This design comes from an exercise in tuning for a short achievable clock period and few clock cycles on the open sky130 flow, not from production work.
Only simulation tests tie the RTL to the original design; equivalence was not proved.
Power and IR drop assume default switching activity.

==> flow/design.v <==
module nibble_core (
    input  wire         clk,
    input  wire         rst_n,         
    input  wire         cmd_valid,
    output wire         cmd_ready,
    input  wire [127:0] cmd_word,
    output wire         done,
    output wire [2:0]   result,
    output reg          vram_req,
    output reg          vram_we,
    output reg  [15:0]  vram_addr,
    output reg  [7:0]   vram_wdata,
    input  wire         vram_gnt,
    input  wire [7:0]   vram_rdata,
    output reg          text_req,
    output reg  [15:0]  text_addr,
    input  wire         text_gnt,
    input  wire [7:0]   text_rdata,
    output reg          font_req,
    output reg  [8:0]   font_addr,
    input  wire         font_gnt,
    input  wire [7:0]   font_rdata
);
    localparam W   = 320;
    localparam H   = 240;
    localparam RB  = 160;
    localparam SBC = 38400;
    localparam OP_SETADDR    = 8'h01;
    localparam OP_SETSTEP    = 8'h02;
    localparam OP_WRBYTE     = 8'h03;
    localparam OP_RMW        = 8'h04;
    localparam OP_CLEAR      = 8'h10;
    localparam OP_SETPIXEL   = 8'h11;
    localparam OP_DRAWLINE   = 8'h20;
    localparam OP_DRAWGLYPH  = 8'h30;
    localparam OP_DRAWSTRING = 8'h31;
    localparam E_OK    = 3'd0;
    localparam E_ADDR  = 3'd1;
    localparam E_GEOM  = 3'd2;
    localparam E_CHAR  = 3'd3;
    localparam E_COLOR = 3'd4;
    localparam E_STEP  = 3'd5;
    localparam E_ILL   = 3'd6;
    localparam M_FILL = 2'd0;   
    localparam M_RMW  = 2'd1;
    localparam M_GLY  = 2'd2;
    reg [15:0]  ADDR;
    reg         STEP;
    reg         addr_oor;            
    reg         busy;                
    reg         dec;                 
    reg         done_q;              
    reg [2:0]   result_q;
    wire        done_now;            
    wire        dec_fin;             
    wire [2:0]  dec_res;
    reg         last_pend;           
    assign done      = done_q;
    assign cmd_ready = !busy;
    assign result    = result_q;
    wire accept = cmd_valid && cmd_ready;
    reg [127:0] cw;
    wire [15:0] c_x   = cmd_word[23:8];
    wire [15:0] c_y   = cmd_word[39:24];
    wire [15:0] c_x1  = cmd_word[55:40];
    wire [15:0] c_y1  = cmd_word[71:56];
    reg  [8:0]  q_op;                
    reg         zA, zB, zC, zD, zE, zF, zG;    
    reg         q_xoor, q_yoor, q_x1oor, q_y1oor, q_vert, q_horz;
    reg         q_px_col, q_ln_col, q_gl_oor, q_gl_col, q_cl_col, q_sa_oor;
    reg         pd_sxok;    
    reg [15:0]  yc, yc1, ysc;        
    always @(posedge clk) begin
        cw       <= cmd_word;
        q_op     <= {cmd_word[7:0] == OP_DRAWSTRING, cmd_word[7:0] == OP_DRAWGLYPH,
                     cmd_word[7:0] == OP_DRAWLINE,   cmd_word[7:0] == OP_SETPIXEL,
                     cmd_word[7:0] == OP_CLEAR,      cmd_word[7:0] == OP_RMW,
                     cmd_word[7:0] == OP_WRBYTE,     cmd_word[7:0] == OP_SETSTEP,
                     cmd_word[7:0] == OP_SETADDR};
        zA       <= (cmd_word[127:120] == 0);
        zB       <= (cmd_word[119:80]  == 0);
        zC       <= (cmd_word[79:72]   == 0);
        zD       <= (cmd_word[71:48]   == 0);
        zE       <= (cmd_word[47:24]   == 0);
        zF       <= (cmd_word[23:16]   == 0);
        zG       <= (cmd_word[15:9]    == 0);
        q_xoor   <= (c_x >= W);
        q_yoor   <= (c_y >= H);
        q_x1oor  <= (c_x1 >= W);
        q_y1oor  <= (c_y1 >= H);
        q_vert   <= (c_x == c_x1) && (c_y <= c_y1);
        q_horz   <= (c_y == c_y1) && (c_x < c_x1);
        q_px_col <= (cmd_word[47:44] != 4'd0);
        q_ln_col <= (cmd_word[79:76] != 4'd0);
        q_gl_oor <= (c_x > W - 8) || (c_y > H - 8);
        q_gl_col <= (cmd_word[47:44] != 4'd0) || (cmd_word[55:52] != 4'd0);
        q_cl_col <= (cmd_word[15:12] != 4'd0);
        q_sa_oor <= (c_x >= SBC);
        pd_sxok  <= (cmd_word[39:24] <= W - 8) && (cmd_word[55:40] <= H - 8);
        yc       <= {cmd_word[32:24], 7'd0} + {cmd_word[34:24], 5'd0} + {1'b0, cmd_word[23:9]};
        yc1      <= {cmd_word[64:56], 7'd0} + {cmd_word[66:56], 5'd0} + {1'b0, cmd_word[55:41]};
        ysc      <= {cmd_word[48:40], 7'd0} + {cmd_word[50:40], 5'd0} + {1'b0, cmd_word[39:25]};
    end
    wire z120 = zA;
    wire z80  = z120 && zB;
    wire z72  = z80 && zC;
    wire z48  = z72 && zD;
    wire z24  = z48 && zE;
    wire z16  = z24 && zF;
    wire z9   = z16 && zG;
    wire c_setaddr = q_op[0] && z24;
    wire c_setstep = q_op[1] && z9;
    wire c_wrbyte  = q_op[2] && z16;
    wire c_rmw     = q_op[3] && z24;
    wire c_clear   = q_op[4] && z16;
    wire c_pixel   = q_op[5] && z48;
    wire c_line    = q_op[6] && z80;
    wire c_glyph   = q_op[7] && z120;
    wire c_string  = q_op[8] && z72;
    wire c_legal   = c_setaddr | c_setstep | c_wrbyte | c_rmw | c_clear |
                     c_pixel | c_line | c_glyph | c_string;
    wire c_pxoor   = q_xoor || q_yoor;
    wire c_ln_oor  = q_xoor || q_yoor || q_x1oor || q_y1oor;
    wire c_bad_px  = c_pixel && (c_pxoor || q_px_col);
    wire c_bad_ln  = c_line && (c_ln_oor || !(q_vert || q_horz) || q_ln_col);
    wire c_bad_gl  = c_glyph && (q_gl_oor || q_gl_col);
    wire c_r_addr  = (c_setaddr && q_sa_oor) || (c_pixel && c_pxoor) ||
                     (c_line && c_ln_oor) || (c_glyph && q_gl_oor);
    wire c_r_geom  = c_line && !c_ln_oor && !(q_vert || q_horz);
    wire c_r_col   = (c_clear && q_cl_col) || (c_pixel && !c_pxoor && q_px_col) ||
                     (c_line && !c_ln_oor && (q_vert || q_horz) && q_ln_col) ||
                     (c_glyph && !q_gl_oor && q_gl_col);
    wire       pd_fin = !c_legal || c_setaddr || c_setstep || (c_clear && q_cl_col) ||
                        c_bad_px || c_bad_ln || c_bad_gl;
    wire [2:0] pd_res = {!c_legal || c_r_col, !c_legal || c_r_geom, c_r_addr};
    wire pd_setaddr = c_setaddr && !q_sa_oor;
    wire pd_setstep = c_setstep;
    wire pd_wrbyte  = c_wrbyte;
    wire pd_rmw     = c_rmw;
    wire pd_clear   = c_clear;
    wire pd_pixel   = c_pixel;
    wire pd_vline   = c_line && q_vert;
    wire pd_hline   = c_line && !q_vert;
    wire pd_glyph   = c_glyph;
    wire pd_string  = c_string;
    wire [15:0] d_x   = cw[23:8];
    wire [15:0] d_y   = cw[39:24];
    wire [15:0] d_x1  = cw[55:40];
    wire [15:0] d_y1  = cw[71:56];
    wire [15:0] d_sx  = cw[39:24];
    wire [15:0] d_sy  = cw[55:40];
    wire [15:0] d_a0  = yc;
    wire [15:0] d_a0p = yc + 16'd1;
    wire [15:0] d_a0q = yc + 16'd2;
    wire [15:0] d_a1  = yc1;
    wire [15:0] d_a0r = yc + RB;
    wire [15:0] d_sa0 = ysc;
    wire [15:0] d_sa0r= ysc + RB;
    wire [15:0] d_ga4 = yc + 16'd4;
    wire [7:0]  d_hnk = d_x1[8:1] - d_x[8:1];       
    wire [7:0]  d_vnr = d_y1[7:0] - d_y[7:0];       
    wire [3:0]  d_gfg = cw[43:40];
    wire [3:0]  d_gbg = cw[51:48];
    wire [8:0]  d_sroom9 = 9'd312 - d_sx[8:0];
    wire [5:0]  d_sroom  = pd_sxok ? (d_sroom9[8:3] + 6'd1) : 6'd0;
    assign dec_fin = pd_fin || (pd_wrbyte && addr_oor) || (pd_rmw && (addr_oor || STEP));
    wire   dec_go  = !dec_fin;
    wire k_wrbyte = q_op[2];
    wire k_rmw    = q_op[3];
    wire k_clear  = q_op[4];
    wire k_pixel  = q_op[5];
    wire k_vline  = q_op[6] && q_vert;
    wire k_hline  = q_op[6] && !q_vert;
    wire k_glyph  = q_op[7];
    wire k_string = q_op[8];
    assign dec_res = pd_fin ? pd_res : (addr_oor ? E_ADDR : E_STEP);
    reg         run;                 
    reg [1:0]   mode;
    reg         upd_addr;            
    reg [7:0]   fill;
    reg [7:0]   rmw_m, rmw_v;
    reg         head_p, tail_p;      
    reg         xodd;                
    reg [3:0]   fg, bg;
    reg [63:0]  G0, G1;              
    reg [7:0]   gv0, gv1;            
    reg [1:0]   buf_free;            
    reg [7:0]   pcol7;               
    reg         p_valid;
    reg [15:0]  p_addr, p_rowaddr, p_charbase;
    reg [7:0]   p_k, nk_last;
    reg [7:0]   p_r, nr_last;
    reg [5:0]   p_i, ni_last;
    reg         p_tail;
    reg         w_go;                
    reg         q0v, q1v;
    reg [35:0]  q0, q1;
    wire        o_valid = q0v;
    wire [15:0] o_addr  = q0[35:20];
    wire        o_part  = q0[19];
    wire [7:0]  o_keep  = q0[18:11];
    wire [7:0]  o_nd    = q0[10:3];
    wire        o_gly   = q0[2];
    wire        o_hb    = q0[1];
    wire        o_lb    = q0[0];
    reg [15:0]  r_addr;              
    reg [7:0]   r_cnt;               
    reg         r_col;               
    reg         has_b;               
    reg [7:0]   nr;                  
    reg [15:0]  tb_addr;             
    reg         b_ok;                
    reg         b_arm;               
    reg [3:0]   occ;                 
    reg [7:0]   fd [0:7];
    reg [2:0]   f_wp, f_rp;
    reg [3:0]   f_cnt;
    reg         rd_cap_q;
    reg         sc_active;
    reg         tcap_q;
    reg [5:0]   sc_n;
    reg [5:0]   sc_room;
    reg         sc_colbad;
    reg [5:0]   codes [0:39];
    reg         sc_n_ok;
    reg [5:0]   f_char;
    reg [2:0]   f_row;
    reg         f_busy;
    reg         fo_buf;  reg [2:0] fo_row;
    reg         fcap_q;
    reg         fcap_buf; reg [2:0] fcap_row;
    wire [63:0] gbuf   = p_i[0] ? G1 : G0;
    reg  [7:0]  p_rsel;              
    reg  [7:0]  grow0, grow1;
    integer     jr;
    always @(*) begin
        grow0 = 8'd0; grow1 = 8'd0;
        for (jr = 0; jr < 8; jr = jr + 1) begin
            grow0 = grow0 | ({8{p_rsel[jr]}} & G0[8*jr +: 8]);
            grow1 = grow1 | ({8{p_rsel[jr]}} & G1[8*jr +: 8]);
        end
    end
    wire [7:0]  grow   = p_i[0] ? grow1 : grow0;
    wire        grow_v = p_i[0] ? |(p_rsel & gv1) : |(p_rsel & gv0);
    wire        pc     = |(p_rsel & pcol7);
    wire [8:0]  erow   = {pc, grow};
    reg         hb, lb;
    always @(*) begin
        case ({xodd, p_k[1:0]})
            3'b000: begin hb = erow[7]; lb = erow[6]; end
            3'b001: begin hb = erow[5]; lb = erow[4]; end
            3'b010: begin hb = erow[3]; lb = erow[2]; end
            3'b011: begin hb = erow[1]; lb = erow[0]; end
            3'b100: begin hb = erow[8]; lb = erow[7]; end
            3'b101: begin hb = erow[6]; lb = erow[5]; end
            3'b110: begin hb = erow[4]; lb = erow[3]; end
            default: begin hb = erow[2]; lb = erow[1]; end
        endcase
    end
    wire p_first_k = (p_k == 8'd0);
    wire p_last_k  = (p_k == nk_last);
    wire p_last_r  = (p_r == nr_last);
    wire p_last_i  = (p_i == ni_last);
    reg        p_part;
    reg [7:0]  p_keep, p_nd;
    reg        p_gate;
    always @(*) begin
        p_part = 1'b0; p_keep = 8'h00; p_nd = fill; p_gate = 1'b1;
        case (mode)
            M_FILL: begin
                if (p_first_k && head_p) begin
                    p_part = 1'b1; p_keep = 8'hF0; p_nd = {4'h0, fill[3:0]};
                end else if (p_last_k && tail_p) begin
                    p_part = 1'b1; p_keep = 8'h0F; p_nd = {fill[7:4], 4'h0};
                end
            end
            M_RMW: begin
                p_part = 1'b1; p_keep = ~rmw_m; p_nd = rmw_v;
            end
            default: begin
                if (p_tail) begin
                    p_part = 1'b1; p_keep = 8'h0F;
                end else begin
                    p_gate = grow_v;
                    if (xodd && p_i == 6'd0 && p_first_k) begin
                        p_part = 1'b1; p_keep = 8'hF0;
                    end else begin
                        p_nd = 8'h00;    
                    end
                end
            end
        endcase
    end
    wire [7:0]  o_data = o_gly ? ({o_hb ? fg : bg, o_lb ? fg : bg} & ~o_keep) : o_nd;
    wire        fifo_avail = (f_cnt != 4'd0) || rd_cap_q;
    wire [7:0]  fifo_head  = (f_cnt != 4'd0) ? fd[f_rp] : vram_rdata;
    wire r_ready   = (r_cnt != 8'd0) && (!r_col || b_ok) && !occ[3];
    wire w_ready   = o_valid && w_go && (!o_part || fifo_avail);
    wire port_free = !vram_req || vram_gnt;
    wire do_r = port_free && r_ready;
    wire do_w = port_free && !r_ready && w_ready;
    wire pop  = do_w && o_part;
    wire ld   = p_valid && p_gate && !(q0v && q1v);
    wire [35:0] p_op = {p_addr, p_part, p_keep, p_nd, mode == M_GLY, p_tail ? pc : hb, lb};
    assign done_now  = last_pend && vram_gnt;
    wire font_free = !font_req || font_gnt;
    wire [7:0] tc = text_rdata;
    wire       tc_zero = (tc == 8'd0);
    wire       tc_ok   = (tc[7:5] == 3'b001) || (tc[7:5] == 3'b010);
    wire       sc_now  = sc_active && tcap_q;
    reg  [5:0] f_navail;            
    wire f_can     = sc_n_ok && (f_busy || ((f_navail != 6'd0) && buf_free[f_char[0]]));
    reg  f_inc;                     
    wire f_dec     = font_free && f_can && (f_row == 3'd7);
    integer j;
    always @(posedge clk) begin
        if (!rst_n) begin
            busy <= 1'b0; dec <= 1'b0; done_q <= 1'b0; result_q <= E_OK; last_pend <= 1'b0;
            b_arm <= 1'b0; f_inc <= 1'b0;
            ADDR <= 16'd0; STEP <= 1'b0; addr_oor <= 1'b0;
            run <= 1'b0; p_valid <= 1'b0; q0v <= 1'b0; q1v <= 1'b0; w_go <= 1'b0;
            r_cnt <= 8'd0; occ <= 4'd0;
            vram_req <= 1'b0; vram_we <= 1'b0;
            text_req <= 1'b0; font_req <= 1'b0;
            rd_cap_q <= 1'b0; tcap_q <= 1'b0; fcap_q <= 1'b0;
            f_cnt <= 4'd0; f_wp <= 3'd0; f_rp <= 3'd0;
            sc_active <= 1'b0; sc_n_ok <= 1'b0; f_busy <= 1'b0;
            gv0 <= 8'd0; gv1 <= 8'd0; buf_free <= 2'b11;
            upd_addr <= 1'b0;
        end else begin
            done_q <= 1'b0;
            rd_cap_q <= vram_req && vram_gnt && !vram_we;
            if (rd_cap_q) begin
                fd[f_wp] <= vram_rdata;
                f_wp <= f_wp + 3'd1;
            end
            f_cnt <= f_cnt + {3'd0, rd_cap_q} - {3'd0, pop};
            if (pop) f_rp <= f_rp + 3'd1;
            occ <= occ + {3'd0, do_r} - {3'd0, pop};
            if (port_free) vram_req <= 1'b0;
            if (do_w)          last_pend <= !p_valid && !q1v;
            else if (vram_gnt) last_pend <= 1'b0;
            if (do_r) begin
                vram_req  <= 1'b1;
                vram_we   <= 1'b0;
                vram_addr <= r_addr;
                if (r_cnt == 8'd1 && !r_col && has_b) begin
                    r_col  <= 1'b1;
                    r_cnt  <= nr;
                    r_addr <= tb_addr;
                end else begin
                    r_cnt  <= r_cnt - 8'd1;
                    r_addr <= r_addr + RB;
                end
            end else if (do_w) begin
                vram_req   <= 1'b1;
                vram_we    <= 1'b1;
                vram_addr  <= o_addr;
                vram_wdata <= o_part ? ((fifo_head & o_keep) | o_data) : o_data;
            end
            if (do_w) begin
                q0  <= q1v ? q1 : p_op;
                q0v <= q1v || ld;
                q1  <= p_op;
                q1v <= q1v && ld;
            end else begin
                if (!q0v) q0 <= p_op;
                else if (!q1v) q1 <= p_op;
                q0v <= q0v || ld;
                q1v <= q1v || (q0v && ld);
            end
            if (ld) begin
                if (!p_last_k) begin
                    p_k    <= p_k + 8'd1;
                    p_addr <= p_addr + 16'd1;
                end else if (!p_last_r) begin
                    p_k       <= 8'd0;
                    p_r       <= p_r + 8'd1;
                    p_rsel    <= {p_rsel[6:0], p_rsel[7]};
                    p_rowaddr <= p_rowaddr + RB;
                    p_addr    <= p_rowaddr + RB;
                end else if (mode == M_GLY && !p_tail && (!p_last_i || xodd)) begin
                    p_k <= 8'd0;
                    p_r <= 8'd0;
                    p_rsel <= 8'd1;
                    for (j = 0; j < 8; j = j + 1) pcol7[j] <= gbuf[8*j];
                    if (p_i[0]) begin gv1 <= 8'd0; buf_free[1] <= 1'b1; end
                    else        begin gv0 <= 8'd0; buf_free[0] <= 1'b1; end
                    p_charbase <= p_charbase + 16'd4;
                    p_rowaddr  <= p_charbase + 16'd4;
                    p_addr     <= p_charbase + 16'd4;
                    if (!p_last_i) begin
                        p_i <= p_i + 6'd1;
                    end else begin
                        p_tail  <= 1'b1;
                        nk_last <= 8'd0;
                    end
                end else begin
                    p_valid <= 1'b0;
                end
            end
            if (done_now) begin
                done_q <= 1'b1;
                if (upd_addr) begin
                    ADDR     <= vram_addr;
                    STEP     <= 1'b0;
                    addr_oor <= 1'b0;
                end
                run  <= 1'b0;
                busy <= 1'b0;
                sc_n_ok <= 1'b0;
            end
            fcap_q   <= font_req && font_gnt;
            fcap_buf <= fo_buf;
            fcap_row <= fo_row;
            for (j = 0; j < 8; j = j + 1) begin
                if (fcap_q && fcap_buf && fcap_row == j) begin
                    G1[8*j +: 8] <= font_rdata;
                    gv1[j] <= 1'b1;
                end
                if (fcap_q && !fcap_buf && fcap_row == j) begin
                    G0[8*j +: 8] <= font_rdata;
                    gv0[j] <= 1'b1;
                end
            end
            if (font_free) begin
                font_req <= 1'b0;
                if (f_can) begin
                    font_req  <= 1'b1;
                    font_addr <= {codes[f_char], f_row};
                    fo_buf    <= f_char[0];
                    fo_row    <= f_row;
                    f_row     <= f_row + 3'd1;
                    if (f_row == 3'd0) buf_free[f_char[0]] <= 1'b0;
                    f_busy    <= (f_row != 3'd7);
                    if (f_row == 3'd7) f_char <= f_char + 6'd1;
                end
            end
            f_navail <= f_navail + {5'd0, f_inc} - {5'd0, f_dec};
            f_inc    <= sc_now && !tc_zero;
            b_arm    <= 1'b0;
            if (b_arm) begin
                b_ok <= 1'b1;
                if (r_col) r_addr <= tb_addr;
            end
            tcap_q <= text_req && text_gnt;
            if (text_req && text_gnt) text_addr <= text_addr + 16'd1;
            if (sc_now) codes[sc_n] <= {~tc[5], tc[4:0]};
            if (sc_now) begin
                if (tc_zero) begin
                    sc_active <= 1'b0;
                    text_req  <= 1'b0;
                    if (sc_colbad || sc_n == 6'd0) begin
                        done_q   <= 1'b1;
                        result_q <= sc_colbad ? E_COLOR : E_OK;
                        busy     <= 1'b0;
                        run      <= 1'b0;
                        p_valid  <= 1'b0;
                        q0v      <= 1'b0;
                        q1v      <= 1'b0;
                        r_cnt    <= 8'd0;
                        vram_req <= 1'b0;
                        font_req <= 1'b0;
                        sc_n_ok  <= 1'b0;
                    end else begin
                        w_go    <= 1'b1;
                        ni_last <= sc_n - 6'd1;
                        b_arm   <= 1'b1;
                    end
                end else if (sc_room == 6'd0 || !tc_ok) begin
                    sc_active <= 1'b0;
                    text_req  <= 1'b0;
                    done_q    <= 1'b1;
                    result_q  <= (sc_room == 6'd0) ? E_ADDR : E_CHAR;
                    busy      <= 1'b0;
                    run       <= 1'b0;
                    p_valid   <= 1'b0;
                    q0v       <= 1'b0;
                    q1v       <= 1'b0;
                    r_cnt     <= 8'd0;
                    vram_req  <= 1'b0;
                    font_req  <= 1'b0;
                    sc_n_ok   <= 1'b0;
                end else begin
                    sc_n    <= sc_n + 6'd1;
                    sc_room <= sc_room - 6'd1;
                    tb_addr <= tb_addr + 16'd4;
                end
            end
            if (dec) begin
                busy      <= dec_go;
                run       <= dec_go;
                done_q    <= !dec_go;
                result_q  <= dec_go ? E_OK : dec_res;
                p_valid   <= 1'b0;
                q0v       <= 1'b0;
                q1v       <= 1'b0;
                r_cnt     <= 8'd0;
                occ       <= 4'd0;
                last_pend <= 1'b0;
                font_req  <= 1'b0; fcap_q <= 1'b0; sc_n_ok <= 1'b0;
                if (pd_setaddr) begin
                    ADDR <= cw[23:8]; addr_oor <= 1'b0;
                end
                if (pd_setstep) STEP <= cw[8];
                if (dec_go) begin
                    if (k_wrbyte) begin
                        vram_req  <= 1'b1;
                        last_pend <= 1'b1;
                        ADDR      <= ADDR + {15'd0, STEP};
                        addr_oor  <= STEP && (ADDR == SBC - 1);
                    end
                    if (k_rmw) begin
                        p_valid <= 1'b1;
                        vram_req <= 1'b1; occ <= 4'd1;
                    end
                    if (k_clear) begin
                        p_valid <= 1'b1;
                        ADDR <= SBC; STEP <= 1'b1; addr_oor <= 1'b1;
                    end
                    if (k_pixel) begin
                        p_valid <= 1'b1;
                        vram_req <= 1'b1; occ <= 4'd1;
                        ADDR <= d_a0; STEP <= 1'b0; addr_oor <= 1'b0;
                    end
                    if (k_vline) begin
                        p_valid <= 1'b1;
                        vram_req <= 1'b1; occ <= 4'd1;
                        r_cnt <= d_vnr;
                        ADDR <= d_a1; STEP <= 1'b0; addr_oor <= 1'b0;
                    end
                    if (k_hline) begin
                        ADDR <= d_a1; STEP <= 1'b0; addr_oor <= 1'b0;
                        if (d_x[0]) begin
                            vram_req <= 1'b1; occ <= 4'd1;
                            p_valid <= 1'b1;
                            r_cnt <= !d_x1[0] ? 8'd1 : 8'd0;
                        end else if (d_x1[0]) begin
                            vram_req <= 1'b1;
                            q0v <= (d_hnk != 8'd0);
                            last_pend <= (d_hnk == 8'd0);
                            p_valid <= (d_hnk[7:1] != 7'd0);
                        end else begin
                            p_valid <= 1'b1;
                            r_cnt <= 8'd1;
                        end
                    end
                    if (k_glyph) begin
                        p_valid <= 1'b1;
                        vram_req <= 1'b1;
                        if (d_x[0]) begin
                            occ <= 4'd1; r_cnt <= 8'd7;
                        end else begin
                            q0v <= 1'b1;
                        end
                    end
                    if (k_string) begin
                        p_valid <= 1'b1;
                        if (d_sx[0] && pd_sxok) begin
                            vram_req <= 1'b1; occ <= 4'd1; r_cnt <= 8'd7;
                        end
                        sc_active <= 1'b1;
                        sc_n_ok   <= 1'b1;
                    end
                end
                f_cnt <= 4'd0; f_wp <= 3'd0; f_rp <= 3'd0;
                p_k <= 8'd0; p_r <= 8'd0; p_i <= 6'd0; p_tail <= 1'b0; p_rsel <= 8'd1;
                ni_last <= 6'd0;
                r_col <= 1'b0; has_b <= 1'b0; b_ok <= 1'b1;
                head_p <= 1'b0; tail_p <= 1'b0;
                upd_addr <= 1'b0;
                w_go <= 1'b1;
                vram_we <= 1'b0;
                if (k_wrbyte) begin
                    vram_we <= 1'b1; vram_addr <= ADDR; vram_wdata <= cw[15:8];
                end
                if (k_rmw) begin
                    mode <= M_RMW; rmw_m <= cw[15:8]; rmw_v <= cw[23:16];
                    p_addr <= ADDR;
                    nk_last <= 8'd0; nr_last <= 8'd0;
                    vram_addr <= ADDR;
                end
                if (k_clear) begin
                    mode <= M_FILL; fill <= {cw[11:8], cw[11:8]};
                    p_addr <= 16'd0; p_rowaddr <= 16'd0;
                    nk_last <= RB - 1; nr_last <= H - 1;
                end
                if (k_pixel) begin
                    mode <= M_FILL; fill <= {cw[43:40], cw[43:40]};
                    p_addr <= d_a0; p_rowaddr <= d_a0;
                    nk_last <= 8'd0; nr_last <= 8'd0;
                    head_p <= d_x[0]; tail_p <= !d_x[0];
                    vram_addr <= d_a0;
                end
                if (k_vline) begin
                    mode <= M_FILL; fill <= {cw[75:72], cw[75:72]};
                    p_addr <= d_a0; p_rowaddr <= d_a0;
                    nk_last <= 8'd0; nr_last <= d_vnr;
                    head_p <= d_x[0]; tail_p <= !d_x[0];
                    vram_addr <= d_a0;
                    r_addr <= d_a0r;
                end
                if (k_hline) begin
                    mode <= M_FILL; fill <= {cw[75:72], cw[75:72]};
                    nk_last <= d_hnk; nr_last <= 8'd0;
                    head_p <= d_x[0]; tail_p <= !d_x1[0];
                    tb_addr <= d_a1;
                    r_col <= 1'b1; r_addr <= d_a1;
                    vram_addr <= d_a0;
                    vram_we <= !d_x[0] && d_x1[0];
                    vram_wdata <= {cw[75:72], cw[75:72]};
                    q0 <= {d_a0p, 1'b0, 8'h00, cw[75:72], cw[75:72], 3'b000};
                    if (!d_x[0] && d_x1[0]) begin
                        p_k <= 8'd2; p_addr <= d_a0q; p_rowaddr <= d_a0;
                    end else begin
                        p_addr <= d_a0; p_rowaddr <= d_a0;
                    end
                end
                if (k_glyph) begin
                    mode <= M_GLY; xodd <= d_x[0]; upd_addr <= 1'b1;
                    fg <= d_gfg; bg <= d_gbg;
                    G0 <= cw[119:56]; gv0 <= 8'hFF; gv1 <= 8'h00;
                    p_rowaddr <= d_a0; p_charbase <= d_a0;
                    nk_last <= 8'd3; nr_last <= 8'd7;
                    tb_addr <= d_ga4; nr <= 8'd8;
                    vram_we <= !d_x[0]; vram_addr <= d_a0;
                    vram_wdata <= {cw[63] ? d_gfg : d_gbg, cw[62] ? d_gfg : d_gbg};
                    q0 <= {d_a0p, 1'b0, 8'h00, 8'h00, 1'b1, cw[61], cw[60]};
                    r_addr <= d_a0r;
                    has_b <= d_x[0];
                    if (d_x[0]) begin
                        p_addr <= d_a0;
                    end else begin
                        p_k <= 8'd2; p_addr <= d_a0q;
                    end
                end
                if (k_string) begin
                    mode <= M_GLY; xodd <= d_sx[0]; upd_addr <= 1'b1;
                    fg <= cw[59:56]; bg <= cw[67:64];
                    gv0 <= 8'h00; gv1 <= 8'h00; buf_free <= 2'b11;
                    w_go <= 1'b0; b_ok <= 1'b0;
                    p_addr <= d_sa0; p_rowaddr <= d_sa0; p_charbase <= d_sa0;
                    nk_last <= 8'd3; nr_last <= 8'd7;
                    tb_addr <= d_sa0; nr <= 8'd8;
                    vram_addr <= d_sa0;
                    r_addr <= d_sa0r;
                    has_b <= d_sx[0] && pd_sxok;
                    sc_n      <= 6'd0;
                    sc_room   <= d_sroom;
                    sc_colbad <= (cw[63:60] != 4'd0) || (cw[71:68] != 4'd0);
                    f_char    <= 6'd0;
                    f_row     <= 3'd0;
                    f_busy    <= 1'b0;
                    f_navail  <= 6'd0;
                    f_inc     <= 1'b0;
                end
            end
            if (dec && !(k_string && dec_go)) text_req <= 1'b0;
            dec <= accept;
            if (accept) begin
                busy <= 1'b1;
                if (cmd_word[7:0] == OP_DRAWSTRING) begin
                    text_req  <= 1'b1;
                    text_addr <= cmd_word[23:8];
                end
            end
        end
    end
endmodule
==> flow/run.sh <==
#!/bin/bash
# synth_recipe.tcl (not shown) runs the flow's synth.tcl, then flattens the netlist and writes it again
# the make line also repeats each setting of config.mk as NAME=value (left out here)
make -C /OpenROAD-flow-scripts/flow DESIGN_CONFIG=/design/flow/config.mk WORK_HOME=/design/flow/orfs CLKGATE_MAP_FILE= SYNTH_SCRIPT=/design/flow/synth_recipe.tcl finish
==> flow/config.mk <==
export PLATFORM = sky130hd
export DESIGN_NAME = nibble_core
export DESIGN_NICKNAME = nibble_core
export VERILOG_FILES = /design/flow/design.v
export SDC_FILE = /design/flow/constraint.sdc
export NUM_CORES = 4
export LEC_CHECK = 0
export ABC_CLOCK_PERIOD_IN_PS = 2400
export CAP_MARGIN = 20
export CORE_MARGIN = 2
export CORE_UTILIZATION = 40
export SETUP_SLACK_MARGIN = 4.2
export SLEW_MARGIN = 20
==> flow/constraint.sdc <==
create_clock -name core_clock -period 6.5 [get_ports {clk}]
set_input_delay 1.3000 -clock core_clock [delete_from_list [all_inputs] [get_ports {clk}]]
set_output_delay 1.3000 -clock core_clock [all_outputs]
set_load 0.01 [all_outputs]
==> results of run 1 <==
-- cell usage in the layout, fill, tap and decap left out, types with 26 or more instances in the layout --
| cell | synthesis | final |
|---|---|---|
| nand4_1 | 56 | 56 |
| o22ai_1 | 65 | 50 |
| ha_4 | 0 | 33 |
| fa_1 | 32 | 26 |
| nor2_2 | 1 | 40 |
| o211ai_1 | 30 | 30 |
| o21ai_1 | 7 | 83 |
| nand2_4 | 0 | 39 |
| a21o_1 | 31 | 31 |
| buf_12 | 0 | 77 |
| clkbuf_16 | 0 | 120 |
| nor2_4 | 1 | 87 |
| xnor2_1 | 156 | 130 |
| o21ai_0 | 319 | 198 |
| o21ai_2 | 0 | 26 |
| nand2_1 | 553 | 469 |
| a21oi_2 | 0 | 90 |
| a21oi_1 | 279 | 174 |
| nor3_1 | 62 | 40 |
| buf_2 | 32 | 57 |
| ha_1 | 129 | 92 |
| inv_1 | 125 | 95 |
| nor4_1 | 41 | 31 |
| and3_1 | 43 | 30 |
| dfxtp_4 | 0 | 26 |
| nor2_1 | 400 | 276 |
| clkdlybuf4s50_1 | 0 | 76 |
| mux4_2 | 89 | 89 |
| nand2_2 | 1 | 36 |
| nand3_1 | 148 | 119 |
| dfxtp_1 | 248 | 202 |
| buf_4 | 3 | 397 |
| mux2i_1 | 150 | 140 |
| xor2_1 | 97 | 92 |
| a22oi_1 | 49 | 40 |
| buf_8 | 0 | 28 |
| edfxtp_1 | 763 | 763 |
| buf_6 | 2 | 171 |
-- routing by layer --
layer	part of all wire, %	track usage [%]	vias to the layer above
met1	38	41.75	22448
met3	13	9.163	825
met5	0.027	0	-
met2	43	47.13	3224
met4	6.2	15.90	8
li1	-	-	19176
-- worst max-delay path: cells and delay by family (launching register included) --
family / cells / cell delay, ps
mux: 2 / 940
compound gates: 2 / 330
simple gates: 1 / 160
flops: 1 / 460
buf+inv: 5 / 710
-- path summary, 6_finish.rpt --
path	end	from	slack (ps)	depth (start not counted)
worst max-delay path	font_addr[4]	f_char[0]	3590	10
worst min-delay path	fcap_buf	fo_buf	420	0
worst max register to register	font_addr[4]	f_char[0]	3590	10
worst min register to register	fcap_buf	fo_buf	420	0
-- power by group through the flow --
stage	Sequential, W	Clock [W]	Combinational, W
after floorplan	0.00771	0	0.00196
after global placement	0.00806	0	0.00279
after detailed placement	0.00805	0	0.00282
after CTS	0.00788	0.00658	0.00403
after global routing	0.00795	0.00683	0.00486
final	0.00796	0.00655	0.00469
-- logic make-up (layout without fill, tap and decap cells) --
kind of cell | Yosys count | count (layout) | synth area share [%]
flops | 1011 | 1011 | 53.79
simple gates | 1489 | 1501 | 13.12
other cells | 0 | 4 | 0
xor+xnor | 253 | 253 | 4.275
mux | 274 | 274 | 7.525
compound gates | 1129 | 1129 | 13.85
buf+inv | 408 | 1210 | 3.088
fa+ha+maj | 161 | 161 | 4.350
-- through the flow --
step                area [sq um]  worst slack [ps]  hold slack [ps]  util, %
detailed placement         57290              2051            405.6    44.41
finish                     71170              3588            422.9    55.18
global route               71170              3560            428.5    55.17
floorplan                  53850              3075            400.3        -
global placement           57290              2044            402.5    44.41
CTS                        68600              3619            417.6    53.18
-- flip-flops by register name, summed over array words and instances, names as in the netlist, 36 cells and up, named ones only --
name,cells
fd,64
q0,36
q1,36
G1,64
G0,64
codes,240
cw,86
-- cell type report --
type	count	area, sq um	area share, %
Multi-Input combinational cell	3318	27340	38.41
Clock buffer	154	3146	4.419
Tap cell	1742	2180	3.062
Timing Repair inverter	1	8.758	0.01231
Clock inverter	50	596.8	0.8385
Sequential cell	1011	28000	39.34
Timing Repair Buffer	874	9303	13.07
Inverter	131	593.1	0.8333
Antenna cell	4	10.01	0.01406
-- repair_timing --
item / 4_1_cts / 5_1_grt
gates cloned: 42 / 5
buffers inserted: 413 / 124
pin swaps: 312 / 228
gates resized for setup: 1381 / 374
setup endpoints to repair: 741 / 460
hold endpoints to repair: 0 / 0
==> results_dict.tcl, run 1 <==
set metrics [dict create \
    cts_buffers 109 \
    hold_viol_final 0 \
    overflow 0 \
    synth_top_flop_cell "edfxtp_1" \
    p_sw_share_pct 30.71 \
    syn-num-nets 5044 \
    first_pass_iters 8 \
    core_area_sq_um 129000 \
    finalSetupViolCount 0 \
    root_buffer "clkbuf_16" \
    clockBufferDepth 3 \
    grt_use_total_pct 31.56 \
    synth_most_common_cell "edfxtp_1" \
    drcViolationCount 0 \
    critPathMaxStageDelay_ps 510 \
    synthCells 4725 \
    grt_pass1_vias 43286 \
    crit_chain "buf_4 -> buf_6 -> buf_12 -> buf_16 -> buf_4 -> mux4_2 -> mux4_2 -> nor2b_1 -> a211oi_2 -> a21oi_2" \
    endpoint_kind "flop" \
    synth_area_sq_um 51830 \
    synth_top_area_share_pct 44.21 \
    total_power_w 0.01920 \
    cts_tree "built" \
    arrival_ps 3360 \
    yosys_warnings 1 \
    clkPwrFrac_pct 34.1 \
    yosys-top-cells-count "edfxtp_1, nand2_1, nor2_1, o21ai_0, a21oi_1" \
    hold_path.class "flop to flop" \
    ys_async_sr_fraction_pct 0 \
    place_inst 6493 \
    start_kind "flop" \
    wl_um 218500 \
    p_int_w 0.01330 \
    seqPwrFrac_pct 41.5 \
    status "timing/DRC/antenna clean" \
    gp_congestion 1.014 \
    num_io_pins 216 \
    clock-sinks 1011 \
    dieArea_sq_um 132500 \
    yosys.area.top_type "edfxtp_1" \
    drive_gt1_share_pct 34.21 \
    p_comb_share_pct 24.4 \
    period_needed_ps 2912 \
    n_fill_cell 10679 \
    maxSlewViolCount 0 \
    die_w_um 364.0 \
    rows 132 \
    nNetsFinal 5765 \
    ys_types 97 \
    required_ps 6950 \
    critPathKind "flop to flop" \
    p_leak_nw 25.57 \
    max_slew.worst_pin.slew_ps 1023 \
    switchingPower_w 0.005896 \
    final_antenna_net_count 0 \
    maxCapViolCount 0 \
    grt_first_pass_wirelength_um 303600 \
    timing.fmax_mhz 343.4 \
    fp.dieH_um 364.0 \
    vias 45681 \
    insertion_delay_ps 760 \
    area_growth_pct 37.33 \
    maxSlewHeadroom_pct 30.05 \
    finalClockSkew_ps 53.04 \
    period_share_pct 44.80 \
    synth_area_per_cell_sq_um 10.97 \
    start_util_pct 40.18 \
    cts_hold_buffers 0 \
    slowest_stage "mux4_2" \
    ys_top_cells_by_area "edfxtp_1, dfxtp_1, nand2_1" \
    layoutNonFillerInstCount 7285 \
    pwr_density_cell_nw_per_um2 269.7 \
    synth_edf_count 763 \
    vdd_drop_max_mv 0.2713 \
    drt_iter0_drc 6624 \
    fin_setup_tns_ps 0 \
    ys_seq_area_share_pct 53.79 \
    worst-path-max-fanout 7 \
    grt_max_degree 75 \
    rsz0062_at_grt "yes" \
    htree_levels 3 \
    antenna_found_initial 11 \
    synth-seq-cells 1011 \
    cts.clk_slew.worst_paths_ps 60 \
    port_buffers 215 \
    dpl.hpwl_um 136400 \
    drt-vias-per-instance 6.271 \
    wl_per_cell_um 29.99 \
]
Testbench counts, summed over its fixed seeds: cycles 105,584.
==> inputs of run 2 (changes only) <==
--- a/flow/design.v
+++ b/flow/design.v
@@ -220,6 +220,7 @@
     reg         tcap_q;
     reg [5:0]   sc_n;
     reg [5:0]   sc_room;
+    reg         sc_first;            
     reg         sc_colbad;
     reg [5:0]   codes [0:39];
     reg         sc_n_ok;
@@ -436,6 +437,16 @@
                     if (f_row == 3'd7) f_char <= f_char + 6'd1;
                 end
             end
+            if (sc_now) sc_first <= 1'b0;
+            if (sc_now && sc_first && !tc_zero && !font_req) begin
+                font_req    <= 1'b1;
+                font_addr   <= {~tc[5], tc[4:0], 3'd0};
+                fo_buf      <= 1'b0;
+                fo_row      <= 3'd0;
+                f_row       <= 3'd1;
+                f_busy      <= 1'b1;
+                buf_free[0] <= 1'b0;
+            end
             f_navail <= f_navail + {5'd0, f_inc} - {5'd0, f_dec};
             f_inc    <= sc_now && !tc_zero;
             b_arm    <= 1'b0;
@@ -646,6 +657,7 @@
                     r_addr <= d_sa0r;
                     has_b <= d_sx[0] && pd_sxok;
                     sc_n      <= 6'd0;
+                    sc_first  <= 1'b1;
                     sc_room   <= d_sroom;
                     sc_colbad <= (cw[63:60] != 4'd0) || (cw[71:68] != 4'd0);
                     f_char    <= 6'd0;
==> results_dict.tcl, run 2 <==
set metrics [dict create \
    status "timing/DRC/antenna clean" \
    synth-seq-cells 1018 \
    layoutNonFillerInstCount 7372 \
    r2r_slack_ps 3650 \
    num_io_pins 216 \
    synth_top_flop_cell "edfxtp_1" \
    cts_buffers 113 \
    synth_edf_count 764 \
    dpl.hpwl_um 145300 \
    finalSetupViolCount 0 \
    largest-register "codes" \
    postLayoutCoreUtil_pct 54.80 \
    r2r-end "f_navail[4]" \
    hold_viol_final 0 \
    r2r_cells 15 \
    yosys-top-cells-count "edfxtp_1, nand2_1, nor2_1, o21ai_0, dfxtp_1" \
    cts.clk_slew.worst_paths_ps 60 \
    place_inst 6588 \
    min_from "fo_buf" \
    syn-num-nets 5116 \
    ys_seq_area_share_pct 53.22 \
    place_area_sq_um 58030 \
    reg_top3 "codes (240), cw (86)" \
    drt_iter0_drc 6276 \
    drcViolationCount 0 \
    timing.fmax_mhz 341.6 \
    start_kind "input port" \
    clock-sinks 1018 \
    synthCells 4796 \
    synth_area_per_cell_sq_um 10.98 \
    rsz0062_at_grt "yes" \
    n_fill_cell 11121 \
    p_leak_nw 25.95 \
    antenna_found_initial 10 \
    wl_per_cell_um 30.81 \
    grt_first_pass_wirelength_um 316900 \
    cts_tree "built" \
    critPathKind "input port to flop" \
    grt_pass1_vias 44135 \
    core_area_sq_um 131100 \
    crit_start "cmd_word[48]" \
    overflow 0 \
    first_pass_iters 6 \
    period_needed_ps 2927 \
    final_antenna_net_count 0 \
    maxSlewHeadroom_pct 36.70 \
    ys_async_sr_fraction_pct 0 \
    maxSlewViolCount 0 \
    largest_reg_flops 240 \
    critPathMaxStageDelay_ps 470 \
    max_slew.worst_pin.slew_ps 946.7 \
    vias 46617 \
    insertion_delay_ps 790 \
    wl_um 227100 \
    dieArea_sq_um 134600 \
    pwr_density_cell_nw_per_um2 259.4 \
    die_w_um 366.8 \
    endpoint_kind "flop" \
    grt_max_degree 81 \
    start_util_pct 40.16 \
    drive_gt1_share_pct 33.43 \
    most-common-layout-cells "edfxtp_1, nand2_1, buf_4" \
    htree_levels 3 \
    synth_most_common_cell "edfxtp_1" \
    fp.dieH_um 366.8 \
    min_to "fcap_buf" \
    hold_path.class "flop to flop" \
    fin_setup_tns_ps 0 \
    rr_startpoint "f_navail[5]" \
    arrival_ps 3560 \
    grt_use_total_pct 32.21 \
    ys_top_cells_by_area "edfxtp_1, dfxtp_1, mux4_2" \
    vdd_drop_max_mv 0.2383 \
    gp_congestion 1.003 \
    ys_types 96 \
    yosys_warnings 1 \
    fin_hold_ws_ps 429.1 \
    rows 133 \
    drt-vias-per-instance 6.324 \
    period_share_pct 45.03 \
    root_buffer "clkbuf_16" \
    worst-path-max-fanout 2 \
    min_path_cells 0 \
    slowest_stage "fa_1" \
    crit_chain "buf_6 -> buf_8 -> fa_1 -> buf_4 -> buf_6 -> fa_2 -> a21oi_2 -> nor2_1 -> nor2_1 -> o21bai_1 -> a21oi_2 -> o21ai_1 -> xor2_1" \
    yosys.area.top_type "edfxtp_1" \
    stdcell_area_sq_um 71860 \
    synth_top_area_share_pct 43.57 \
    required_ps 7130 \
    maxCapViolCount 0 \
    clockBufferDepth 3 \
    synth_area_sq_um 52660 \
    layout_commonest_cell "edfxtp_1" \
    finalClockSkew_ps 77.77 \
    port_buffers 215 \
    area_growth_pct 36.47 \
    nNetsFinal 5831 \
]
[run 2: cell types whose count changed after synthesis, sizes merged, moves of 16 or more]
cell / change
nor4: +16
a21oi: -38
nand2: -37
inv: +16
[run 2: final cells by class]
type	count	area, sq um	share of cell area (%)
Clock buffer	153	3141	4.370
Timing Repair Buffer	871	9081	12.64
Multi-Input combinational cell	3360	27920	38.86
Antenna cell	6	15.01	0.02089
Inverter	147	669.4	0.9315
Sequential cell	1018	28150	39.18
Tap cell	1755	2196	3.056
Clock inverter	62	683.2	0.9507
[run 2: logic make-up after synthesis]
family                   count (synthesis)  synth area share (%)
AO/OA/AOI/OAI                         1152                 14.22
AND/OR/NAND/NOR                       1497                 13.31
multiplexers                           280                 7.487
flip-flops                            1018                 53.22
XOR/XNOR                               252                 4.191
adder cells (fa/ha/maj)                162                 4.305
buffers and inverters                  435                 3.265
[run 2: repair_timing]
action	CTS	global route
setup buffers	374	144
hold endpoints to repair	0	0
pin swaps	249	257
resized for setup	1242	446
gates cloned	39	6
endpoints found under the setup margin	683	623
hold buffers	0	0
[run 2: metrics by stage]
stage / worst slack, ps / power (W)
6_report: 3573 / 0.01864
5_1_grt: 3480 / 0.01909
4_1_cts: 3566 / 0.01810
3_5_place_dp: 2213 / 0.01098
3_3_place_gp: 2253 / 0.01096
2_1_floorplan: 3171 / 0.009678
[run 2: worst max path at each step]
stage | end
final | yc1[14]
after global routing | yc1[15]
after CTS | yc1[15]
after detailed placement | q0[0]
after global placement | q0[30]
after floorplan | yc1[15]
[run 2: routing by layer]
metal  vias to the layer above  wire, um  share of wire [%]  track usage (%)
met2                      3319     95000                 42            46.89
met5                         -        51              0.022                0
met3                       848     29320                 13            9.840
li1                      19540         -                  -                -
met4                         8     16080                7.1            17.34
met1                     22902     86650                 38            42.90
[run 2: worst max-delay path, delay by kind of cell]
family / cells / cell delay, ps
compound gates: 4 / 530
xor+xnor: 1 / 140
fa+ha+maj: 2 / 870
buf+inv: 4 / 480
simple gates: 2 / 220
[run 2: power by group]
group          total, W  switching [W]  internal [W]
Sequential      0.00796       0.000586       0.00738
Clock           0.00661        0.00290       0.00370
Combinational   0.00407        0.00229       0.00178
Testbench counts of run 2, summed over its fixed seeds: cycles 105,496.
==> inputs of run 3 (changes only) <==
--- a/flow/design.v
+++ b/flow/design.v
@@ -97,9 +97,9 @@
         q_cl_col <= (cmd_word[15:12] != 4'd0);
         q_sa_oor <= (c_x >= SBC);
         pd_sxok  <= (cmd_word[39:24] <= W - 8) && (cmd_word[55:40] <= H - 8);
-        yc       <= {cmd_word[32:24], 7'd0} + {cmd_word[34:24], 5'd0} + {1'b0, cmd_word[23:9]};
-        yc1      <= {cmd_word[64:56], 7'd0} + {cmd_word[66:56], 5'd0} + {1'b0, cmd_word[55:41]};
-        ysc      <= {cmd_word[48:40], 7'd0} + {cmd_word[50:40], 5'd0} + {1'b0, cmd_word[39:25]};
+        yc       <= {1'b0, cmd_word[31:24], 7'd0} + {3'd0, cmd_word[31:24], 5'd0} + {8'd0, cmd_word[16:9]};
+        yc1      <= {1'b0, cmd_word[63:56], 7'd0} + {3'd0, cmd_word[63:56], 5'd0} + {8'd0, cmd_word[48:41]};
+        ysc      <= {1'b0, cmd_word[47:40], 7'd0} + {3'd0, cmd_word[47:40], 5'd0} + {8'd0, cmd_word[32:25]};
     end
     wire z120 = zA;
     wire z80  = z120 && zB;
@@ -258,10 +258,13 @@
             default: begin hb = erow[2]; lb = erow[1]; end
         endcase
     end
-    wire p_first_k = (p_k == 8'd0);
+    reg  p_k0;                      
+    reg  p_i0;                      
+    reg  p_li;                      
+    wire p_first_k = p_k0;
     wire p_last_k  = (p_k == nk_last);
     wire p_last_r  = (p_r == nr_last);
-    wire p_last_i  = (p_i == ni_last);
+    wire p_last_i  = p_li;
     reg        p_part;
     reg [7:0]  p_keep, p_nd;
     reg        p_gate;
@@ -283,7 +286,7 @@
                     p_part = 1'b1; p_keep = 8'h0F;
                 end else begin
                     p_gate = grow_v;
-                    if (xodd && p_i == 6'd0 && p_first_k) begin
+                    if (xodd && p_i0 && p_first_k) begin
                         p_part = 1'b1; p_keep = 8'hF0;
                     end else begin
                         p_nd = 8'h00;    
@@ -310,7 +313,9 @@
     wire       tc_ok   = (tc[7:5] == 3'b001) || (tc[7:5] == 3'b010);
     wire       sc_now  = sc_active && tcap_q;
     reg  [5:0] f_navail;            
-    wire f_can     = sc_n_ok && (f_busy || ((f_navail != 6'd0) && buf_free[f_char[0]]));
+    reg  [5:0] cur_code;
+    reg        code_ok;
+    wire f_can     = sc_n_ok && (f_busy || ((f_navail != 6'd0) && buf_free[f_char[0]] && code_ok));
     reg  f_inc;                     
     wire f_dec     = font_free && f_can && (f_row == 3'd7);
     integer j;
@@ -335,9 +340,11 @@
                 fd[f_wp] <= vram_rdata;
                 f_wp <= f_wp + 3'd1;
             end
-            f_cnt <= f_cnt + {3'd0, rd_cap_q} - {3'd0, pop};
+            if (rd_cap_q && !pop)      f_cnt <= f_cnt + 4'd1;
+            else if (!rd_cap_q && pop) f_cnt <= f_cnt - 4'd1;
             if (pop) f_rp <= f_rp + 3'd1;
-            occ <= occ + {3'd0, do_r} - {3'd0, pop};
+            if (do_r && !pop)      occ <= occ + 4'd1;
+            else if (!do_r && pop) occ <= occ - 4'd1;
             if (port_free) vram_req <= 1'b0;
             if (do_w)          last_pend <= !p_valid && !q1v;
             else if (vram_gnt) last_pend <= 1'b0;
@@ -373,15 +380,18 @@
             if (ld) begin
                 if (!p_last_k) begin
                     p_k    <= p_k + 8'd1;
+                    p_k0   <= 1'b0;
                     p_addr <= p_addr + 16'd1;
                 end else if (!p_last_r) begin
                     p_k       <= 8'd0;
+                    p_k0      <= 1'b1;
                     p_r       <= p_r + 8'd1;
                     p_rsel    <= {p_rsel[6:0], p_rsel[7]};
                     p_rowaddr <= p_rowaddr + RB;
                     p_addr    <= p_rowaddr + RB;
                 end else if (mode == M_GLY && !p_tail && (!p_last_i || xodd)) begin
                     p_k <= 8'd0;
+                    p_k0 <= 1'b1;
                     p_r <= 8'd0;
                     p_rsel <= 8'd1;
                     for (j = 0; j < 8; j = j + 1) pcol7[j] <= gbuf[8*j];
@@ -392,6 +402,8 @@
                     p_addr     <= p_charbase + 16'd4;
                     if (!p_last_i) begin
                         p_i <= p_i + 6'd1;
+                        p_i0 <= 1'b0;
+                        p_li <= (p_i + 6'd1 == ni_last);
                     end else begin
                         p_tail  <= 1'b1;
                         nk_last <= 8'd0;
@@ -424,30 +436,35 @@
                     gv0[j] <= 1'b1;
                 end
             end
+            cur_code <= codes[f_char];
+            code_ok  <= 1'b1;
             if (font_free) begin
                 font_req <= 1'b0;
                 if (f_can) begin
                     font_req  <= 1'b1;
-                    font_addr <= {codes[f_char], f_row};
+                    font_addr <= {cur_code, f_row};
                     fo_buf    <= f_char[0];
                     fo_row    <= f_row;
                     f_row     <= f_row + 3'd1;
                     if (f_row == 3'd0) buf_free[f_char[0]] <= 1'b0;
                     f_busy    <= (f_row != 3'd7);
                     if (f_row == 3'd7) f_char <= f_char + 6'd1;
+                    if (f_row == 3'd7) code_ok <= 1'b0;
                 end
             end
             if (sc_now) sc_first <= 1'b0;
             if (sc_now && sc_first && !tc_zero && !font_req) begin
                 font_req    <= 1'b1;
                 font_addr   <= {~tc[5], tc[4:0], 3'd0};
+                cur_code    <= {~tc[5], tc[4:0]};
                 fo_buf      <= 1'b0;
                 fo_row      <= 3'd0;
                 f_row       <= 3'd1;
                 f_busy      <= 1'b1;
                 buf_free[0] <= 1'b0;
             end
-            f_navail <= f_navail + {5'd0, f_inc} - {5'd0, f_dec};
+            if (f_inc && !f_dec)      f_navail <= f_navail + 6'd1;
+            else if (!f_inc && f_dec) f_navail <= f_navail - 6'd1;
             f_inc    <= sc_now && !tc_zero;
             b_arm    <= 1'b0;
             if (b_arm) begin
@@ -476,6 +493,7 @@
                     end else begin
                         w_go    <= 1'b1;
                         ni_last <= sc_n - 6'd1;
+                        p_li    <= (sc_n == 6'd1);
                         b_arm   <= 1'b1;
                     end
                 end else if (sc_room == 6'd0 || !tc_ok) begin
@@ -576,6 +594,7 @@
                 end
                 f_cnt <= 4'd0; f_wp <= 3'd0; f_rp <= 3'd0;
                 p_k <= 8'd0; p_r <= 8'd0; p_i <= 6'd0; p_tail <= 1'b0; p_rsel <= 8'd1;
+                p_k0 <= 1'b1; p_i0 <= 1'b1; p_li <= 1'b1;
                 ni_last <= 6'd0;
                 r_col <= 1'b0; has_b <= 1'b0; b_ok <= 1'b1;
                 head_p <= 1'b0; tail_p <= 1'b0;
@@ -622,7 +641,7 @@
                     vram_wdata <= {cw[75:72], cw[75:72]};
                     q0 <= {d_a0p, 1'b0, 8'h00, cw[75:72], cw[75:72], 3'b000};
                     if (!d_x[0] && d_x1[0]) begin
-                        p_k <= 8'd2; p_addr <= d_a0q; p_rowaddr <= d_a0;
+                        p_k <= 8'd2; p_k0 <= 1'b0; p_addr <= d_a0q; p_rowaddr <= d_a0;
                     end else begin
                         p_addr <= d_a0; p_rowaddr <= d_a0;
                     end
@@ -642,7 +661,7 @@
                     if (d_x[0]) begin
                         p_addr <= d_a0;
                     end else begin
-                        p_k <= 8'd2; p_addr <= d_a0q;
+                        p_k <= 8'd2; p_k0 <= 1'b0; p_addr <= d_a0q;
                     end
                 end
                 if (k_string) begin
==> results_dict.tcl, run 3 <==
set metrics [dict create \
    slowest_stage "edfxtp_1" \
    clock-sinks 1028 \
    yosys-top-cells-count "edfxtp_1, nand2_1, nor2_1, o21ai_0, dfxtp_1" \
    vdd_drop_max_mv 0.2758 \
    hold_viol_final 0 \
    r2r_slack_ps 3740 \
    rows 133 \
    cts_tree "built" \
    dieArea_sq_um 134400 \
    maxSlewHeadroom_pct 21.28 \
    start_util_pct 40.14 \
    synth_top_flop_cell "edfxtp_1" \
    grt_use_met3_pct 9.257 \
    ys_top_cells_by_area "edfxtp_1, dfxtp_1, nand2_1" \
    cts_buffers 112 \
    final_antenna_net_count 0 \
    synth_most_common_cell "edfxtp_1" \
    vias 45521 \
    worst-path-max-fanout 2 \
    gr-usage-met1_pct 40.03 \
    hold_path.class "flop to flop" \
    grt_first_pass_wirelength_um 301300 \
    crit_chain "buf_2" \
    synth_top_area_share_pct 44.21 \
    antenna_found_initial 5 \
    wl_per_cell_um 29.27 \
    syn-num-nets 5088 \
    p_sw_share_pct 29.50 \
    clkPwrFrac_pct 36.7 \
    first_pass_iters 9 \
    finalClockSkew_ps 74.58 \
    drcViolationCount 0 \
    largest_reg_flops 240 \
    p_int_w 0.01292 \
    seqPwrFrac_pct 43.2 \
    period_share_pct 43.02 \
    most-common-layout-cells "edfxtp_1, nand2_1, buf_4" \
    cts.clk_slew.worst_paths_ps 70 \
    grt_max_degree 125 \
    p_comb_share_pct 20.0 \
    synthCells 4787 \
    grt_use_total_pct 30.29 \
    fin_setup_tns_ps 0 \
    ys_types 101 \
    wl_um 213300 \
    synth_area_sq_um 52580 \
    timing.fmax_mhz 357.7 \
    p_leak_nw 25.41 \
    htree_levels 3 \
    crit_family "flip-flops" \
    synth-seq-cells 1028 \
    maxCapViolCount 0 \
    synth_area_per_cell_sq_um 10.98 \
    drive_gt1_share_pct 32.31 \
    drt_iter0_drc 6679 \
    die_w_um 366.5 \
    yosys.area.top_type "edfxtp_1" \
    finalSetupViolCount 0 \
    rsz0062_at_grt "yes" \
    grt_pass1_vias 43404 \
    largest-register "codes" \
    ys_seq_area_share_pct 53.88 \
    switchingPower_w 0.005407 \
    root_buffer "clkbuf_16" \
    gp_congestion 1.012 \
    overflow 0 \
    insertion_delay_ps 790 \
    critPathKind "flop to output port" \
    endpoint_kind "output port" \
    post-place-ws_ps 2353 \
    period_needed_ps 2796 \
    num_io_pins 216 \
    fp.dieH_um 366.5 \
    reg_top3 "codes (240), cw (86)" \
    status "timing/DRC/antenna clean" \
    crit_buf_inv 1 \
    pwr_density_cell_nw_per_um2 258.6 \
    nNetsFinal 5730 \
    maxSlewViolCount 0 \
    clockBufferDepth 3 \
    area_growth_pct 34.79 \
    dpl.hpwl_um 134900 \
    met2_usage_pct 45.09 \
    n_fill_cell 10995 \
    critPathMaxStageDelay_ps 540 \
    drt-vias-per-instance 6.249 \
    layout_commonest_cell "edfxtp_1" \
    synth_edf_count 774 \
    required_ps 5200 \
    max_slew.worst_pin.slew_ps 1172 \
    top_usage_layer "met2" \
    postLayoutSetupSlackWorst_ps 3704 \
    arrival_ps 1500 \
    port_buffers 215 \
    yosys_warnings 1 \
    core_area_sq_um 131000 \
    start_kind "flop" \
    ys_async_sr_fraction_pct 0 \
]
[run 3: changes by cell type in the layout (fill, tap and decap cells not counted), moves of 16 or more]
cell and change:
nand2_1 +69, buf_6 -21, fa_1 -24, nor2_1 -37, a21oi_1 -16, buf_4 -34
[run 3: cell families (layout without fill, tap and decap cells)]
kind of cell               count (synthesis)  after routing  share of synthesized area (%)
DFF                                     1028           1028                          53.88
AOI/OAI and AO/OA                       1157           1158                          14.39
muxes                                    281            281                          7.525
xor gates and xnor gates                 239            239                          3.981
other                                      0              2                              0
and+or+nand+nor                         1521           1540                          13.55
adders and majority gates                143            143                          3.546
buffers and inverters                    418           1139                          3.129
[run 3: layout make-up]
cell class | instances | area [sq um] | share of cell area, %
Clock inverter | 48 | 514.2 | 0.7257
Clock buffer | 165 | 3427 | 4.836
Timing Repair inverter | 2 | 31.28 | 0.04414
Sequential cell | 1028 | 28480 | 40.19
Inverter | 133 | 593.1 | 0.8369
Antenna cell | 2 | 5.005 | 0.007062
Timing Repair Buffer | 791 | 8292 | 11.70
Multi-Input combinational cell | 3361 | 27320 | 38.56
Tap cell | 1755 | 2196 | 3.099
[run 3: power groups by stage]
| stage | Sequential, W | Combinational, W | Clock (W) |
|---|---|---|---|
| 2_1_floorplan | 0.00775 | 0.00162 | 0 |
| 5_1_grt | 0.00793 | 0.00382 | 0.00703 |
| 4_1_cts | 0.00787 | 0.00311 | 0.00679 |
| 3_3_place_gp | 0.00809 | 0.00232 | 0 |
| 6_report | 0.00793 | 0.00367 | 0.00673 |
| 3_5_place_dp | 0.00809 | 0.00235 | 0 |
[run 3: final timing paths]
kind                  end          from  cells after the start
max          vram_addr[0]  vram_addr[0]                      1
min              fcap_buf        fo_buf                      0
max reg2reg    p_addr[15]     p_addr[2]                      7
min reg2reg      fcap_buf        fo_buf                      0
[run 3: timing repair]
item / in CTS / in global routing
gates cloned: 36 / 15
pin swaps: 227 / 274
buffers inserted: 349 / 119
hold buffers: 0 / 0
gates resized for setup: 1101 / 448
endpoints found under the setup margin: 932 / 530
[run 3: per-layer routing]
layer  vias to the layer above  wire, um
met3                       661     26250
met2                      3067     92100
met4                         2     12100
li1                      19418         -
met5                         -         5
met1                     22373     82810
[run 3: stage by stage]
stage	hold slack, ps	utilization, %	power (W)	instance area (sq um)	std cells
finish	422.6	54.11	0.01833	70870	7285
global route	454.5	54.11	0.01877	70860	7283
CTS	425.0	51.92	0.01776	68000	7149
detailed placement	408.9	44.20	0.01044	57880	6551
global placement	417.1	44.20	0.01041	57880	6551
floorplan	400.3	-	0.009376	54460	4787
Testbench counts of run 3, summed over its fixed seeds: cycles 105,496.

==> static timing again, ports no longer ideal <==
In the flow no input, the clock included, has a driving cell. The finished layouts below were timed again as built, in two steps. Step 1 assumes that a clkbuf_16 drives the clock port and a buf_2 every other input. Step 2, shift: input delay + t, output delay - t, t = (earliest + latest rising clock arrival at the registers) / 2. This alone moves slack from input paths to output paths. a / b / c = no drivers / after step 1 / after step 2; a / b = the first two.
| run | t, ns | slack for setup (ns) | hold slack, ns | worst setup path after step 2 | cell pins on the clock port's net |
|---|---|---|---|---|---|
| run 1 | 0.815 | 3.588 / 3.588 / 3.003 | 0.423 / 0.423 / 0.423 | input to register | 1 |
| run 2 | 0.828 | 3.573 / 3.564 / 2.791 | 0.429 / 0.429 / 0.429 | input to register | 1 |
| run 3 | 0.830 | 3.704 / 3.624 / 3.082 | 0.423 / 0.423 / 0.423 | input to register | 1 |
After both steps setup and hold are still met in every run listed. For run 2, which loses most, drivers alone change the setup slack by -0.009 ns; drivers and shift together by -0.782 ns.
